From an optimization exercise on the open Yosys and OpenROAD flow, aimed at small area; shortcuts taken in it are not production practice.
Only the layout flow was run in this run; the RTL was not checked for function there.
Power figures rest on the tool's default switching activity, not on a simulated workload.

File: flow/constraint.sdc
create_clock -name core_clock -period 10.0 [get_ports {clk}]
set_input_delay 2.0000 -clock core_clock [delete_from_list [all_inputs] [get_ports {clk}]]
set_output_delay 2.0000 -clock core_clock [all_outputs]
set_load 0.01 [all_outputs]
File: flow/config.mk
export PLATFORM = sky130hd
export DESIGN_NAME = dht22_ctrl
export DESIGN_NICKNAME = dht22_ctrl
export VERILOG_FILES = /design/flow/design.v
export SDC_FILE = /design/flow/constraint.sdc
export NUM_CORES = 4
export LEC_CHECK = 0
export CAP_MARGIN = 20
export CORE_MARGIN = 2
export CORE_UTILIZATION = 40
export SLEW_MARGIN = 20
File: flow/run.sh
#!/bin/bash
# synth_recipe.tcl (not shown) runs the flow's synth.tcl, then flattens the netlist and writes it again
# the make line also repeats each setting of config.mk as NAME=value (left out here)
make -C /OpenROAD-flow-scripts/flow DESIGN_CONFIG=/design/flow/config.mk WORK_HOME=/design/flow/orfs CLKGATE_MAP_FILE= SYNTH_SCRIPT=/design/flow/synth_recipe.tcl finish
File: flow/design.v
module dht22_ctrl #(
    parameter integer CLKS_PER_US     = 3,
    parameter integer START_LOW_US    = 2000,
    parameter integer MIN_INTERVAL_MS = 10,
    parameter integer ACK_TIMEOUT_US  = 200,
    parameter integer CAL_TIMEOUT_US  = 200,
    parameter integer LEAD_SLACK_US   = 30,
    parameter integer SETTLE_US       = 40,
    parameter integer CLASS_THRESH_US = 40,
    parameter integer CAL_MAX_BITS    = 40
) (
    input  wire        clk,
    input  wire        rst,
    input  wire        bus_req,
    input  wire        bus_we,
    input  wire [3:0]  bus_addr,
    input  wire [31:0] bus_wdata,
    output wire        bus_ack,
    output reg  [31:0] bus_rdata,
    input  wire        line_in,
    output reg         line_oe,
    output reg         line_out
);
    localparam [2:0] PH_IDLE      = 3'd0;
    localparam [2:0] PH_START_LOW = 3'd1;
    localparam [2:0] PH_W_RESP    = 3'd2;
    localparam [2:0] PH_W_ACKL    = 3'd3;
    localparam [2:0] PH_W_ACKH    = 3'd4;
    localparam [2:0] PH_W_LEAD    = 3'd5;
    localparam [2:0] PH_SETTLE    = 3'd6;
    localparam [2:0] PH_W_HIGH    = 3'd7;
    localparam [2:0] OP_BEGIN   = 3'd1;
    localparam [2:0] OP_RECOVER = 3'd2;
    localparam [2:0] OP_READ    = 3'd3;
    localparam [2:0] OP_MEASURE = 3'd4;
    localparam [2:0] OP_START   = 3'd5;
    localparam [1:0] LS_POWERED_ON    = 2'd0;
    localparam [1:0] LS_UNINITIALIZED = 2'd1;
    localparam [1:0] LS_READY         = 2'd3;
    localparam [7:0] RC_OK       = 8'h00;
    localparam [7:0] RC_POWER_ON = 8'h01;
    localparam [7:0] RC_BUSY     = 8'h02;
    localparam [7:0] RC_CHECKSUM = 8'h03;
    localparam [7:0] RC_TERR     = 8'h10;
    localparam [7:0] RC_CAL_ERR  = 8'h20;
    localparam integer PRE_W = (CLKS_PER_US > 1) ? $clog2(CLKS_PER_US) : 1;
    reg [PRE_W-1:0] pre_cnt;
    reg [9:0]       us_cnt;
    reg [31:0]      now_ms;
    reg [2:0]  phase;
    reg        mode;
    reg [2:0]  op;
    reg [15:0] cnt;
    reg [5:0]  bitcnt;
    reg        pend_valid;
    reg [2:0]  pend_cmd;
    reg        done;
    reg [7:0]  err;
    reg        cached;
    reg        ovr;
    reg        ill;
    reg [1:0]  lstate;
    reg        recovering;
    reg        cal_done;
    reg        ts_valid;
    reg [31:0] last_start_ms;
    reg [15:0] ack80_low, ack80_high, bit_lead_low, bit_high_zero, bit_high_one;
    reg [15:0] c_ackl, c_ackh, c_lead, c_h0, c_h1;
    reg        seen0, seen1;
    reg [39:0] acc;
    reg [39:0] frame;
    reg        frame_valid;
    reg [7:0]  cs_calc;
    reg        line_meta, line_sync;
    wire tick = (pre_cnt == CLKS_PER_US - 1);
    wire s    = line_sync;
    wire [31:0] elapsed_ms    = now_ms - last_start_ms;
    wire        interval_busy = ts_valid && (elapsed_ms < MIN_INTERVAL_MS);
    wire        busy          = pend_valid || (phase != PH_IDLE);
    reg  [2:0]  dstate;
    always @(*) begin
        if (phase != PH_IDLE)
            dstate = mode ? 3'd2 : 3'd4;
        else
            dstate = {1'b0, lstate};
    end
    assign bus_ack = bus_req && !tick && !rst;
    wire   bus_wr  = bus_ack && bus_we;
    reg [15:0] wait_bound;
    reg        wait_level;
    reg [2:0]  wait_stage;
    always @(*) begin
        wait_bound = CAL_TIMEOUT_US;
        wait_level = 1'b1;
        wait_stage = 3'd1;
        case (phase)
            PH_W_RESP: begin
                wait_bound = mode ? CAL_TIMEOUT_US : ACK_TIMEOUT_US;
                wait_level = 1'b1;
                wait_stage = 3'd1;
            end
            PH_W_ACKL: begin
                wait_bound = mode ? CAL_TIMEOUT_US : ACK_TIMEOUT_US;
                wait_level = 1'b0;
                wait_stage = 3'd1;
            end
            PH_W_ACKH: begin
                wait_bound = mode ? CAL_TIMEOUT_US : ACK_TIMEOUT_US;
                wait_level = 1'b1;
                wait_stage = 3'd2;
            end
            PH_W_LEAD: begin
                wait_bound = mode ? CAL_TIMEOUT_US : bit_lead_low + LEAD_SLACK_US;
                wait_level = 1'b0;
                wait_stage = (bitcnt == 6'd0) ? 3'd3 : 3'd5;
            end
            PH_W_HIGH: begin
                wait_bound = mode ? CAL_TIMEOUT_US : bit_high_one;
                wait_level = 1'b1;
                wait_stage = 3'd4;
            end
            default: ;
        endcase
    end
    wire [15:0] cnt_inc   = cnt + 16'd1;    
    wire        wait_end  = (s != wait_level);
    wire        wait_tout = !wait_end && (cnt_inc >= wait_bound);
    wire        cls   = (cnt_inc > CLASS_THRESH_US);
    wire [15:0] h0    = (!cls && !seen0) ? cnt_inc : c_h0;
    wire [15:0] h1    = ( cls && !seen1) ? cnt_inc : c_h1;
    wire        s0    = seen0 || !cls;
    wire        s1    = seen1 ||  cls;
    wire [5:0]  nb    = bitcnt + 6'd1;
    wire [7:0]  cs_sum = acc[39:32] + acc[31:24] + acc[23:16] + acc[15:8];
    wire [15:0] temp_mag    = {1'b0, frame[22:8]};
    wire [15:0] temp_tenths = frame[23] ? (16'd0 - temp_mag) : temp_mag;
    always @(*) begin
        case (bus_addr)
            4'h1: bus_rdata = {4'd0, bitcnt, phase, op, cached, mode, ill, ovr,
                               line_out, line_oe, ts_valid, interval_busy, frame_valid,
                               cal_done, recovering, dstate, done, busy};
            4'h2: bus_rdata = {24'd0, err};
            4'h3: bus_rdata = frame[39:8];
            4'h4: bus_rdata = {16'd0, cs_calc, frame[7:0]};
            4'h5: bus_rdata = acc[31:0];
            4'h6: bus_rdata = {24'd0, acc[39:32]};
            4'h7: bus_rdata = {ack80_high, ack80_low};
            4'h8: bus_rdata = {16'd0, bit_lead_low};
            4'h9: bus_rdata = {bit_high_one, bit_high_zero};
            4'hA: bus_rdata = last_start_ms;
            4'hB: bus_rdata = now_ms;
            4'hC: bus_rdata = {temp_tenths, frame[39:24]};
            default: bus_rdata = 32'd0;
        endcase
    end
    always @(posedge clk) begin
        if (rst) begin
            line_meta <= 1'b1;
            line_sync <= 1'b1;
        end else begin
            line_meta <= line_in;
            line_sync <= line_meta;
        end
    end
    always @(posedge clk) begin
        if (rst) begin
            pre_cnt       <= {PRE_W{1'b0}};
            us_cnt        <= 10'd0;
            now_ms        <= 32'd0;
            phase         <= PH_IDLE;
            mode          <= 1'b0;
            op            <= 3'd0;
            cnt           <= 16'd0;
            bitcnt        <= 6'd0;
            pend_valid    <= 1'b0;
            pend_cmd      <= 3'd0;
            done          <= 1'b0;
            err           <= RC_OK;
            cached        <= 1'b0;
            ovr           <= 1'b0;
            ill           <= 1'b0;
            lstate        <= LS_POWERED_ON;
            recovering    <= 1'b0;
            cal_done      <= 1'b0;
            ts_valid      <= 1'b0;
            last_start_ms <= 32'd0;
            ack80_low     <= 16'd0;
            ack80_high    <= 16'd0;
            bit_lead_low  <= 16'd0;
            bit_high_zero <= 16'd0;
            bit_high_one  <= 16'd0;
            c_ackl        <= 16'd0;
            c_ackh        <= 16'd0;
            c_lead        <= 16'd0;
            c_h0          <= 16'd0;
            c_h1          <= 16'd0;
            seen0         <= 1'b0;
            seen1         <= 1'b0;
            acc           <= 40'd0;
            frame         <= 40'd0;
            frame_valid   <= 1'b0;
            cs_calc       <= 8'd0;
            line_oe       <= 1'b0;
            line_out      <= 1'b0;
        end else begin
            pre_cnt <= tick ? {PRE_W{1'b0}} : pre_cnt + 1'b1;
            if (bus_wr && bus_addr == 4'h0) begin
                if (bus_wdata == 32'd0) begin
                end else if (bus_wdata[31:3] != 29'd0 || bus_wdata[2:0] == 3'd6 ||
                             bus_wdata[2:0] == 3'd7) begin
                    ill <= 1'b1;
                end else if (busy) begin
                    ovr <= 1'b1;
                end else begin
                    pend_valid <= 1'b1;
                    pend_cmd   <= bus_wdata[2:0];
                end
            end
            if (bus_wr && bus_addr == 4'h1) begin
                if (bus_wdata[12]) ovr <= 1'b0;
                if (bus_wdata[13]) ill <= 1'b0;
            end
            if (tick) begin
                if (us_cnt == 10'd999) begin
                    us_cnt <= 10'd0;
                    now_ms <= now_ms + 32'd1;
                end else begin
                    us_cnt <= us_cnt + 10'd1;
                end
                case (phase)
                    PH_IDLE: if (pend_valid) begin
                        pend_valid <= 1'b0;
                        op         <= pend_cmd;
                        done       <= 1'b0;
                        cached     <= 1'b0;
                        case (pend_cmd)
                            OP_BEGIN, OP_RECOVER, OP_READ: begin
                                if (pend_cmd == OP_READ && cal_done) begin
                                    if (interval_busy) begin
                                        if (frame_valid) begin
                                            cached <= 1'b1;
                                            err    <= RC_OK;
                                        end else begin
                                            err    <= RC_BUSY;
                                        end
                                        done <= 1'b1;
                                    end else begin
                                        mode     <= 1'b0;
                                        phase    <= PH_START_LOW;
                                        cnt      <= 16'd0;
                                        bitcnt   <= 6'd0;
                                        line_oe  <= 1'b1;
                                        line_out <= 1'b0;
                                        acc      <= 40'd0;
                                    end
                                end else begin
                                    if (pend_cmd == OP_RECOVER && !recovering) begin
                                        recovering  <= 1'b1;
                                        frame_valid <= 1'b0;
                                    end
                                    if (lstate == LS_POWERED_ON ||
                                        (pend_cmd == OP_RECOVER && !recovering)) begin
                                        lstate        <= LS_UNINITIALIZED;
                                        last_start_ms <= now_ms;
                                        ts_valid      <= 1'b1;
                                        err           <= RC_POWER_ON;
                                        done          <= 1'b1;
                                    end else if (interval_busy) begin
                                        err  <= RC_BUSY;
                                        done <= 1'b1;
                                    end else begin
                                        mode     <= 1'b1;
                                        phase    <= PH_START_LOW;
                                        cnt      <= 16'd0;
                                        bitcnt   <= 6'd0;
                                        line_oe  <= 1'b1;
                                        line_out <= 1'b0;
                                        c_ackl   <= 16'd0;
                                        c_ackh   <= 16'd0;
                                        c_lead   <= 16'd0;
                                        c_h0     <= 16'd0;
                                        c_h1     <= 16'd0;
                                        seen0    <= 1'b0;
                                        seen1    <= 1'b0;
                                    end
                                end
                            end
                            OP_MEASURE, OP_START: begin
                                if (interval_busy) begin
                                    err  <= RC_BUSY;
                                    done <= 1'b1;
                                end else begin
                                    mode     <= (pend_cmd == OP_MEASURE);
                                    phase    <= PH_START_LOW;
                                    cnt      <= 16'd0;
                                    bitcnt   <= 6'd0;
                                    line_oe  <= 1'b1;
                                    line_out <= 1'b0;
                                    if (pend_cmd == OP_MEASURE) begin
                                        c_ackl <= 16'd0;
                                        c_ackh <= 16'd0;
                                        c_lead <= 16'd0;
                                        c_h0   <= 16'd0;
                                        c_h1   <= 16'd0;
                                        seen0  <= 1'b0;
                                        seen1  <= 1'b0;
                                    end
                                end
                            end
                            default: ;
                        endcase
                    end
                    PH_START_LOW: begin
                        if (cnt_inc == START_LOW_US) begin
                            line_oe       <= 1'b0;
                            last_start_ms <= now_ms;
                            ts_valid      <= 1'b1;
                            if (op == OP_START) begin
                                err   <= RC_OK;
                                done  <= 1'b1;
                                phase <= PH_IDLE;
                            end else begin
                                phase <= PH_W_RESP;
                                cnt   <= 16'd0;
                            end
                        end else begin
                            cnt <= cnt_inc;
                        end
                    end
                    PH_SETTLE: begin
                        if (cnt_inc == SETTLE_US) begin
                            acc    <= {acc[38:0], s};
                            bitcnt <= nb;
                            phase  <= PH_W_HIGH;
                            cnt    <= 16'd0;
                        end else begin
                            cnt <= cnt_inc;
                        end
                    end
                    default: begin
                        if (wait_end) begin
                            case (phase)
                                PH_W_RESP: begin
                                    phase <= PH_W_ACKL;
                                    cnt   <= 16'd0;
                                end
                                PH_W_ACKL: begin
                                    if (mode) c_ackl <= cnt_inc;
                                    phase <= PH_W_ACKH;
                                    cnt   <= 16'd0;
                                end
                                PH_W_ACKH: begin
                                    if (mode) c_ackh <= cnt_inc;
                                    phase <= PH_W_LEAD;
                                    cnt   <= 16'd0;
                                end
                                PH_W_LEAD: begin
                                    if (mode) begin
                                        if (bitcnt == 6'd0) c_lead <= cnt_inc;
                                        phase <= PH_W_HIGH;
                                    end else begin
                                        phase <= PH_SETTLE;
                                    end
                                    cnt <= 16'd0;
                                end
                                PH_W_HIGH: begin
                                    if (mode) begin
                                        c_h0   <= h0;
                                        c_h1   <= h1;
                                        seen0  <= s0;
                                        seen1  <= s1;
                                        bitcnt <= nb;
                                        if (s0 && s1) begin
                                            ack80_low     <= c_ackl;
                                            ack80_high    <= c_ackh;
                                            bit_lead_low  <= c_lead;
                                            bit_high_zero <= h0;
                                            bit_high_one  <= h1;
                                            cal_done      <= 1'b1;
                                            if (op == OP_BEGIN || op == OP_RECOVER || op == OP_READ) begin
                                                lstate     <= LS_READY;
                                                recovering <= 1'b0;
                                            end
                                            if (op == OP_READ) begin
                                                if (interval_busy) begin
                                                    if (frame_valid) begin
                                                        cached <= 1'b1;
                                                        err    <= RC_OK;
                                                    end else begin
                                                        err    <= RC_BUSY;
                                                    end
                                                    done  <= 1'b1;
                                                    phase <= PH_IDLE;
                                                end else begin
                                                    mode     <= 1'b0;
                                                    phase    <= PH_START_LOW;
                                                    cnt      <= 16'd0;
                                                    bitcnt   <= 6'd0;
                                                    line_oe  <= 1'b1;
                                                    line_out <= 1'b0;
                                                    acc      <= 40'd0;
                                                end
                                            end else begin
                                                err   <= RC_OK;
                                                done  <= 1'b1;
                                                phase <= PH_IDLE;
                                            end
                                        end else if (nb == CAL_MAX_BITS) begin
                                            if (op == OP_BEGIN || op == OP_RECOVER || op == OP_READ)
                                                lstate <= LS_UNINITIALIZED;
                                            if (op == OP_RECOVER)
                                                recovering <= 1'b0;
                                            err   <= RC_CAL_ERR | 8'd4;
                                            done  <= 1'b1;
                                            phase <= PH_IDLE;
                                        end else begin
                                            phase <= PH_W_LEAD;
                                            cnt   <= 16'd0;
                                        end
                                    end else begin
                                        if (bitcnt == 6'd40) begin
                                            line_oe  <= 1'b1;
                                            line_out <= 1'b1;
                                            cs_calc  <= cs_sum;
                                            if (cs_sum == acc[7:0]) begin
                                                frame       <= acc;
                                                frame_valid <= 1'b1;
                                                err         <= RC_OK;
                                            end else begin
                                                err         <= RC_CHECKSUM;
                                            end
                                            done  <= 1'b1;
                                            phase <= PH_IDLE;
                                        end else begin
                                            phase <= PH_W_LEAD;
                                            cnt   <= 16'd0;
                                        end
                                    end
                                end
                                default: ;
                            endcase
                        end else if (wait_tout) begin
                            if (mode) begin
                                if (op == OP_BEGIN || op == OP_RECOVER || op == OP_READ)
                                    lstate <= LS_UNINITIALIZED;
                                if (op == OP_RECOVER)
                                    recovering <= 1'b0;
                                err <= RC_CAL_ERR | {5'd0, wait_stage};
                            end else begin
                                err <= RC_TERR | {5'd0, wait_stage};
                            end
                            done  <= 1'b1;
                            phase <= PH_IDLE;
                        end else begin
                            cnt <= cnt_inc;
                        end
                    end
                endcase
            end
        end
    end
endmodule
==> metrics.csv <==
metric,value,unit
arrival,5300,ps
grt_pass1_wl,128,mm
synthAdderAreaFrac,5.10,%
ctsHoldBuffers,0,
drt_iter0_drc,2584,
min_period,7300,ps
leakage,8.70,nW
drive_above_1_share,6.15,%
synth_ff_type,dfxtp_1,
dpl.hpwl,63.9,mm
fp.dieW,235,um
dr.pass1.iters,6,
core,52700,um2
synth-seq-area-share,35.8,%
synth_compound_area_share,23.8,%
startpoint_type,flop,
cp_cell_sequence,"inv_1, ha_1, a21oi_1, o21a_1, a2bb2oi_1, nand3b_1, mux2_1, or3_1, or3_1, nor4_4, buf_4, nand2_1, nand2_1, clkdlybuf4s50_1",
end_kind,primary output,
cts_root_buf,clkbuf_16,
synthSimpleGateAreaFrac,22.2,%
post_cts_buffers,0,
tritoncts,built,
grt_antenna_before_repair,1,
setup_viol,0,
hold_path_class,flop to flop,
reg2regPathDepth,13,
synth_edf_count,0,
cts_inserted_buffers,43,
start_util,40.5,%
slew_headroom,24.2,%
synthXorXnorAreaFrac,4.40,%
cpPeakStageDelay,570,ps
outcome,"complete, no violations",
mostFrequentLayoutCells,"nand2_1, dfxtp_1, a21oi_1",
critPathMaxFanout,25,
num_antenna_cells,0,
nets,2771,
place_congestion,1.03,
crit_path_top_delay_cell,clkdlybuf4s50_1,
setup_tns,0,ps
power_density,136,nW/um2
area_growth,13.3,%
grt_pass1_vias,19400,
final_util,45.8,%
drcViolationCount,0,
peakVddDrop,0.108,mV
syn_nets,2787,
yosys.area.top_type_share,35.8,%
maxSlewViolCount,0,
worst_slew_pin_slew,1130,ps
track_usage,30.2,%
skew,27.6,ps
synth_mux_area_share,4.06,%
syn_avg_cell_area,7.98,um2
ant_nets,0,
syn_inst,2669,
h-tree-depth,2,
maxCapViolations,0,
syn_area,21300,um2
max_freq,137,MHz
hold_path_depth,1,
die_y,235,um
ys_ff_latch,381,
synthArstFlopShare,0,%
rsz0062_at_grt,false,
synth_top_family_by_area,compound AO/OA/AOI/OAI gates,
yosysUniqueCellTypes,89,
insertion_delay,610,ps
clkTransAtPathRegs,60,ps
io_buffers,75,
yosysWarningCount,1,
vias_per_cell,6.23,
grt_max_degree,199,
fillerInstances,5159,
yosysTopAreaCell,dfxtp_1,
hold_viol,0,
clockBufferDepth,3,
num_rows,84,
die_area,55100,um2
crit_required,8000,ps
totalWireLength,86.1,mm
gr-total-overflow,0,
post_cts_resized,0,
io-pin-count,76,
clock_sinks,381,
critPathKind,flop to primary output,
period_share,73.0,%
vias,21000,
layout_commonest_cell,nand2_1,
wl_per_cell,25.5,um
yosys-top-cells-area,"dfxtp_1, nand2_1, a21oi_1",
==> synthesized netlist by cell type, types with 5 or more instances <==
master       n
a2111oi_0    7
a211oi_1    21
a21o_1      20
a21oi_1    239
a221oi_1    30
a222oi_1    15
a22o_1      75
a22oi_1     77
a31o_2       7
a31oi_1     16
and2_1      23
and3_1      29
buf_1       10
buf_2       17
clkbuf_1   145
dfxtp_1    381
fa_1        15
ha_1        62
inv_1       78
mux2i_1     82
nand2_1    407
nand2b_1    36
nand3_1     76
nand3b_1     5
nand4_1     62
nor2_1     226
nor2b_1      7
nor3_1      48
nor3b_1     11
nor4_1      32
o2111ai_1    8
o211ai_1    41
o21a_1      15
o21ai_0     77
o221ai_1     5
o22ai_1     12
o2bb2ai_1   28
o31ai_1      6
or2_2       13
or3_1       22
xnor2_1     57
xor2_1      50
==> power breakdown <==
part | internal, mW | switching, mW
clock | 0.972 | 0.699
sequential | 1.52 | 0.00390
combinational | 0.0267 | 0.0638
total | 2.52 | 0.767
==> per-stage QoR <==
step / total power [mW] / std cells / cell area, um2 / setup WS (ps) / hold WS, ps
floorplan: 1.60 / 2669 / 21300 / 4270 / 389
global placement: 1.64 / 3295 / 22600 / 2890 / 401
detailed placement: 1.65 / 3296 / 22700 / 2880 / 402
CTS: 3.30 / 3372 / 24100 / 2700 / 428
global route: 3.36 / 3372 / 24100 / 2470 / 450
finish: 3.29 / 3372 / 24100 / 2700 / 426
==> metal layers <==
metal | wire [um] | track usage, % | part of all wire (%)
met2 | 37700 | 46.5 | 44
met1 | 37900 | 42.2 | 44
met5 | 0 | 0 | 0
met3 | 6990 | 4.75 | 8.1
met4 | 3440 | 11.5 | 4.0
==> cell families (layout without fill, tap and decap cells) <==
kind of cell	after synthesis	count (layout)
AOI/OAI and AO/OA	743	743
muxes	86	86
and+or+nand+nor	1020	1020
xor gates and xnor gates	107	107
buffers and inverters	254	269
DFF	381	381
adders and majority gates	78	78
==> registers in the layout (all words and copies together), names as in the netlist, 8 cells and up <==
signal and count:
acc 40, frame 40, last_start_ms 32, now_ms 32, ack80_high 16, ack80_low 16
bit_high_one 16, bit_high_zero 16, bit_lead_low 16, c_ackh 16, c_ackl 16, c_h0 16
c_h1 16, c_lead 16, cnt 16, us_cnt 10, cs_calc 8, err 8
==> final cells by class <==
cell class                 instances  area, um2  share of cell area [%]
clock buffer                      59       1200                    4.96
clock inverter                    17        256                    1.06
inverter                          79        297                    1.23
multi-input combinational       2034      12800                    53.1
sequential                       381       7630                    31.6
tap                              688        861                    3.57
timing repair buffer             114       1080                    4.48
==> path summary, 6_finish.rpt <==
| kind | from | endpoint | slack, ps |
|---|---|---|---|
| worst max-delay path | last_start_ms[11] | bus_rdata[8] | 2700 |
| worst min-delay path | pre_cnt[0] | pre_cnt[0] | 430 |
| worst max register to register | cnt[0] | cnt[3] | 4010 |
| worst min register to register | pre_cnt[0] | pre_cnt[0] | 430 |
==> critical path, delay by kind of cell, from the launching register on <==
kind,cells,cell delay (ps)
compound gates,3,900
buf+inv,3,1010
flops,1,360
fa+ha+maj,1,470
simple gates,6,1550
mux,1,380

## re-timing with driven ports
The flow's constraints put no driver on any port. The routed layout listed below was extracted and timed again, unchanged, in two steps.
Step 1 sets driving cells, clkbuf_16 on the clock port and buf_2 on the other inputs (assumed; they add their load-dependent delay and slew).
Step 2 also shifts input and output timing later by t, the mid clock arrival at the registers, as if the neighbouring blocks saw the same clock.
a / b / c = ideal ports / drivers / drivers and shift; a / b = the first two.
t, ns: 0.652
slack for setup (ns): 2.699 / 2.640 / 2.908
worst register clock-pin slew, ns: 0.07 / 0.07
After both steps this run still meets setup and hold. The setup slack of this run moves by -0.059 ns with the drivers and by +0.209 ns with both steps.
